What follows belongs to an exercise in optimizing a design on an open flow for small area; a production flow would make more cautious choices.
Where RTL was checked, it was by simulation tests only, not by an equivalence proof against the original.

==> maple: inputs <==
// stepper_core
module stepper_core (
    input  wire        clk,
    input  wire        rst,           
    input  wire [34:0] cfg,           
    input  wire        tick,          
    input  wire        cmd_valid,
    input  wire [35:0] cmd_word,      
    output wire        cmd_ready,
    output reg         done,
    output wire [31:0] done_result,
    output reg         write4,
    output wire [43:0] duty,          
    output wire [31:0] pin_id,
    output reg         cfg_out,
    output wire [7:0]  status         
);
==> module stepper_core, before the edit <==
module stepper_core (
    input  wire        clk,
    input  wire        rst,           
    input  wire [34:0] cfg,           
    input  wire        tick,          
    input  wire        cmd_valid,
    input  wire [35:0] cmd_word,      
    output wire        cmd_ready,
    output reg         done,
    output wire [31:0] done_result,
    output reg         write4,
    output wire [43:0] duty,          
    output wire [31:0] pin_id,
    output reg         cfg_out,
    output wire [7:0]  status         
);
    localparam [31:0] SPEED_RESET = 32'd1000;
    localparam [1:0] PH_IDLE = 2'd0;
    localparam [1:0] PH_EMIT = 2'd1;
    localparam [1:0] PH_WAIT = 2'd2;
    localparam [1:0] PH_HALT = 2'd3;
    localparam [3:0] OP_STEP      = 4'h1;
    localparam [3:0] OP_SET_SPEED = 4'h2;
    localparam [3:0] OP_GET_SPEED = 4'h3;
    reg [31:0] pin_r;
    reg [2:0]  mode;
    reg [31:0] speed;
    reg [5:0]  pos;
    reg        valid;        
    reg [1:0]  phase;
    reg [1:0]  cause;        
    reg [30:0] rem;          
    reg        dir;
    reg [30:0] tmr;          
    reg        gflag;        
    wire cfg_err = mode[2] & (mode[1] | mode[0]);
    wire m_ge1 = mode[2] | mode[1] | mode[0];
    wire m_ge2 = mode[2] | mode[1];
    wire m_ge3 = mode[2] | (mode[1] & mode[0]);
    wire m_ge4 = mode[2];
    wire [4:0] stride = {~m_ge1, m_ge1 & ~m_ge2, m_ge2 & ~m_ge3, m_ge3 & ~m_ge4, m_ge4};
    localparam [175:0] TAB_H = {16'h0001, 16'h07FE, 16'h38FE, 16'h5B3E, 16'hC94E, 16'hAC16, 16'h05DA, 16'h7606, 16'h80A0, 16'h07FE, 16'h38FE};
    localparam [175:0] TAB_L = {16'h0000, 16'hFFC0, 16'hFE38, 16'hF9B4, 16'hE526, 16'hD06A, 16'hB740, 16'hC0DC, 16'h0A02, 16'hFFC0, 16'hFE38};
    wire [10:0] dh, dl;
    genvar gb;
    generate
        for (gb = 0; gb < 11; gb = gb + 1) begin : g_tab
            wire [15:0] th = TAB_H[16*gb +: 16];
            wire [15:0] tl = TAB_L[16*gb +: 16];
            assign dh[gb] = th[pos[3:0]];
            assign dl[gb] = tl[pos[3:0]];
        end
    endgenerate
    wire [3:0]  osel = {valid & (pos[5:4] == 2'd3), valid & (pos[5:4] == 2'd2),
                        valid & (pos[5:4] == 2'd1), valid & (pos[5:4] == 2'd0)};
    assign duty[10:0]  = ({11{osel[3]}} & dh) | ({11{osel[2]}} & dl);
    assign duty[21:11] = ({11{osel[2]}} & dh) | ({11{osel[1]}} & dl);
    assign duty[32:22] = ({11{osel[1]}} & dh) | ({11{osel[0]}} & dl);
    assign duty[43:33] = ({11{osel[0]}} & dh) | ({11{osel[3]}} & dl);
    assign pin_id = pin_r;
    wire [5:0] step_v = {1'b0, stride};
    wire [5:0] next_i = dir ? (pos - step_v) : (pos + step_v);
    wire sweep_end = pos[5] & pos[4] & (pos[3] | ~m_ge1) & (pos[2] | ~m_ge2) &
                     (pos[1] | ~m_ge3) & (pos[0] | ~m_ge4);
    wire tmr_zero = ~(|tmr[30:4]) & (~tmr[3] | m_ge4) & (~tmr[2] | m_ge3) &
                    (~tmr[1] | m_ge2) & (~tmr[0] | m_ge1);
    wire [4:0]  dec_bit = {m_ge4, m_ge3 & ~m_ge4, m_ge2 & ~m_ge3, m_ge1 & ~m_ge2, ~m_ge1};
    wire [30:0] tmr_dec = tmr - ({26'd0, dec_bit} & {31{tick}});
    wire last_sweep = (rem[30:1] == 30'd0) & (rem[0] ^ dir);
    wire [3:0]  op     = cmd_word[35:32];
    wire [31:0] arg    = cmd_word[31:0];
    wire        idle   = (phase == PH_IDLE);
    wire        emit   = (phase == PH_EMIT);
    wire        waiting = (phase == PH_WAIT);
    wire        accept = cmd_valid & idle;
    assign cmd_ready   = idle;
    assign done_result = speed & {32{gflag}};
    assign status      = {2'b00, cause, 1'b0, phase == PH_HALT, cfg_err, emit | waiting};
    always @(posedge clk) begin
        gflag <= idle & (op == OP_GET_SPEED);
        tmr   <= waiting ? tmr_dec : speed[30:0];
        if (idle) dir <= arg[31];
        rem <= idle ? (arg[30:0] ^ {31{arg[31]}}) : (rem - {30'd0, waiting & tmr_zero & sweep_end});
        if (rst) begin
            pin_r   <= cfg[31:0];
            mode    <= cfg[34:32];
            speed   <= SPEED_RESET;
            pos     <= {2'b11, cfg[34] | cfg[33] | cfg[32], cfg[34] | cfg[33],
                        cfg[34] | (cfg[33] & cfg[32]), cfg[34]};
            valid   <= 1'b0;
            phase   <= PH_IDLE;
            cause   <= 2'd0;
            done    <= 1'b0;
            write4  <= 1'b0;
            cfg_out <= 1'b1;
        end else begin
            done    <= 1'b0;
            write4  <= 1'b0;
            cfg_out <= 1'b0;
            case (phase)
                PH_IDLE: begin
                    if (accept) begin
                        case (op)
                            OP_STEP: begin
                                if (cfg_err) begin
                                    cause <= 2'd2;
                                    phase <= PH_HALT;
                                end else if (arg == 32'd0) begin
                                    done  <= 1'b1;
                                end else if (speed[31] | (speed[30:0] == 31'd0)) begin
                                    cause <= 2'd3;
                                    phase <= PH_HALT;
                                end else begin
                                    phase <= PH_EMIT;
                                end
                            end
                            OP_SET_SPEED: begin
                                speed <= arg;
                                done  <= 1'b1;
                            end
                            OP_GET_SPEED: begin
                                done  <= 1'b1;
                            end
                            default: begin
                                cause <= 2'd1;
                                phase <= PH_HALT;
                            end
                        endcase
                    end
                end
                PH_EMIT: begin
                    valid  <= 1'b1;
                    write4 <= 1'b1;
                    pos    <= next_i;
                    phase  <= PH_WAIT;
                end
                PH_WAIT: begin
                    if (tmr_zero) begin
                        if (sweep_end & last_sweep) begin
                            phase <= PH_IDLE;
                            done  <= 1'b1;
                        end else begin
                            phase <= PH_EMIT;
                        end
                    end
                end
                default: ;  
            endcase
        end
    end
endmodule
export LEC_CHECK = 0
export CAP_MARGIN = 20
export CORE_MARGIN = 2
export CORE_UTILIZATION = 65
export SLEW_MARGIN = 20
create_clock -name core_clock -period 20.0 [get_ports {clk}]
standard.sh (not shown) runs the stock make flow with config.mk's settings and CLKGATE_MAP_FILE= SYNTH_SCRIPT=/design/flow/synth_recipe.tcl, a recipe that flattens the netlist after the stock synthesis.
==> flow/flow/run.sh <==
#!/bin/bash
set -o pipefail
export BUFFER_PORTS_ARGS="-buffer_cell sky130_fd_sc_hd__buf_1"
export CTS_ARGS="-sink_clustering_enable -repair_clock_nets -dont_use_dummy_load -buf_list sky130_fd_sc_hd__clkbuf_8"
bash standard.sh > standard.log 2>&1
==> ember: changes against maple <==
--- a/flow/design.v
+++ b/flow/design.v
@@ -32,6 +32,5 @@
     reg [30:0] rem;          
     reg        dir;
-    reg [30:0] tmr;          
-    reg        gflag;        
+    reg [31:0] tmr;
     wire cfg_err = mode[2] & (mode[1] | mode[0]);
     wire m_ge1 = mode[2] | mode[1] | mode[0];
@@ -66,5 +65,21 @@
                     (~tmr[1] | m_ge2) & (~tmr[0] | m_ge1);
     wire [4:0]  dec_bit = {m_ge4, m_ge3 & ~m_ge4, m_ge2 & ~m_ge3, m_ge1 & ~m_ge2, ~m_ge1};
-    wire [30:0] tmr_dec = tmr - ({26'd0, dec_bit} & {31{tick}});
+    wire [30:0] tmr_bw;    
+    assign tmr_bw[0] = tick & dec_bit[0];
+    genvar gt;
+    generate for (gt = 1; gt < 31; gt = gt + 1) begin : g_tb
+        if (gt < 5) begin : g_lo
+            assign tmr_bw[gt] = (tick & dec_bit[gt]) | (tmr_bw[gt-1] & ~tmr[gt-1]);
+        end else begin : g_hi
+            assign tmr_bw[gt] = tmr_bw[gt-1] & ~tmr[gt-1];
+        end
+    end endgenerate
+    wire [30:0] tmr_dec = tmr[30:0] ^ tmr_bw;
+    wire [30:0] rem_bw;
+    assign rem_bw[0] = waiting & tmr_zero & sweep_end;
+    genvar gr;
+    generate for (gr = 1; gr < 31; gr = gr + 1) begin : g_rb
+        assign rem_bw[gr] = rem_bw[gr-1] & ~rem[gr-1];
+    end endgenerate
     wire last_sweep = (rem[30:1] == 30'd0) & (rem[0] ^ dir);
     wire [3:0]  op     = cmd_word[35:32];
@@ -75,11 +90,15 @@
     wire        accept = cmd_valid & idle;
     assign cmd_ready   = idle;
-    assign done_result = speed & {32{gflag}};
+    assign done_result = tmr;
     assign status      = {2'b00, cause, 1'b0, phase == PH_HALT, cfg_err, emit | waiting};
     always @(posedge clk) begin
-        gflag <= idle & (op == OP_GET_SPEED);
-        tmr   <= waiting ? tmr_dec : speed[30:0];
+        if (waiting & ~tmr_zero)
+            tmr <= {1'b0, tmr_dec};
+        else if (emit | (idle & (op == OP_GET_SPEED)))
+            tmr <= speed;
+        else
+            tmr <= 32'd0;
         if (idle) dir <= arg[31];
-        rem <= idle ? (arg[30:0] ^ {31{arg[31]}}) : (rem - {30'd0, waiting & tmr_zero & sweep_end});
+        rem <= idle ? (arg[30:0] ^ {31{arg[31]}}) : (rem ^ rem_bw);
         if (rst) begin
             pin_r   <= cfg[31:0];
CORE_AREA = 2.3 2.72 103.96 119.68   (was not set)
CORE_MARGIN = not set   (was 2)
CORE_UTILIZATION = not set   (was 65)
DIE_AREA = 0 0 106.26 122.4   (was not set)
==> quartz: changes against maple <==
--- a/flow/design.v
+++ b/flow/design.v
@@ -80,6 +80,10 @@
         gflag <= idle & (op == OP_GET_SPEED);
         tmr   <= waiting ? tmr_dec : speed[30:0];
-        if (idle) dir <= arg[31];
-        rem <= idle ? (arg[30:0] ^ {31{arg[31]}}) : (rem - {30'd0, waiting & tmr_zero & sweep_end});
+        if (idle) begin
+            dir <= arg[31];
+            rem <= arg[30:0] ^ {31{arg[31]}};
+        end else if (waiting & tmr_zero & sweep_end) begin
+            rem <= rem - 31'd1;
+        end
         if (rst) begin
             pin_r   <= cfg[31:0];
==> flow/flow/run.sh (replaced) <==
#!/bin/bash
set -o pipefail
export BUFFER_PORTS_ARGS="-buffer_cell sky130_fd_sc_hd__buf_1"
export CTS_ARGS="-sink_clustering_enable -repair_clock_nets -dont_use_dummy_load"
bash standard.sh > standard.log 2>&1
CORE_UTILIZATION = 40   (was 65)
==> out/results.ini <==
[outcome]
outcome = no timing/DRC/antenna violations

[final_layout]
fill_cells = 2040
multi_input_area_sq_um = 4190
seq_share = 0.384
nNetsFinal = 1155

[synth]
synth-xor-area-share = 0.0949
avgSynthCellArea_sq_um = 9.00
synthAdderAreaFrac = 0.0358

[timing]
worst_pin_slew_ps = 891
finClkSkew_ps = 18.7
fin_crit_ps = 6660

[worst_setup_path]
cp.buffers_inverters = 2
startpoint = pos[1]$_DFFE_PP_
cp-start-kind = register

[place]
dp_hpwl_mm = 15.8
dpl.cell_count = 1309

[power]
p_leak_nw = 3.20

[drt]
routed-wl-met2_mm = 10.1

(the above is from quartz)
==> out/results.ini <==
[final_layout]
multi_input_area_sq_um = 3650
nNetsFinal = 1100

[worst_setup_path]
startpoint = tick
cp-start-kind = input pin

[synth]
synthAdderAreaFrac = 0.125
synth-xor-area-share = 0.0429

[outcome]
outcome = no timing/DRC/antenna violations

[timing]
worst_pin_slew_ps = 1110
finClkSkew_ps = 29.0

[place]
dpl.cell_count = 1088
dp_hpwl_mm = 13.7

[drt]
routed-wl-met2_mm = 9.65

(the above is from ember)
==> out/results.ini <==
[place]
dpl.cell_count = 1186

[worst_hold_path]
holdPathStages = 2

[clock_network]
hold_buffers = 0

[timing]
maxSlewViolCount = 0
finClkSkew_ps = 32.5
fin_crit_ps = 6580
worst_pin_slew_ps = 1090

[worst_setup_path]
startpoint = pos[3]$_DFFE_PP_
cp.buffers_inverters = 2
cp-start-kind = register

[drt]
vias = 6943
routed-wl-met2_mm = 9.58

[synth]
avgSynthCellArea_sq_um = 8.63
synthAdderAreaFrac = 0.0404

[final_layout]
multi_input_area_sq_um = 4160
nNetsFinal = 1157
seq_share = 0.379

[outcome]
outcome = no timing/DRC/antenna violations

[power]
p_leak_nw = 3.08

(the above is from maple)
Only the layout flow was run in maple and ember; the RTL was not checked for function there.

==> separate check: timing with driven ports <==
How much do the figures lean on ideal ports? The routed layouts below were timed once more, with nothing changed but the port constraints.
Step 1 assumes that a clkbuf_16 drives the clock port and a buf_2 every other input.
Step 2 times the ports against the registers' clock, not the clock port: input delays grow and output delays shrink by t, the midpoint of the rising clock arrivals with the driver on.
a / b / c = no drivers / after step 1 / after step 2; a / b = the first two.
run	t, ns	slack for setup (ns)	worst register clock-pin slew, ns	worst data-port slew with drivers (ns)	pins driven straight from the clock port
maple	0.476	13.421 / 13.384 / 13.562	0.09 / 0.09	0.04	1
ember	0.469	9.502 / 9.518 / 9.050	0.09 / 0.09	0.05	1
quartz	0.447	13.337 / 13.296 / 13.562	0.06 / 0.06	0.07	1
After both steps every run listed still meets setup and hold. For ember, which loses most, drivers alone change the setup slack by +0.016 ns; drivers and shift together by -0.452 ns.
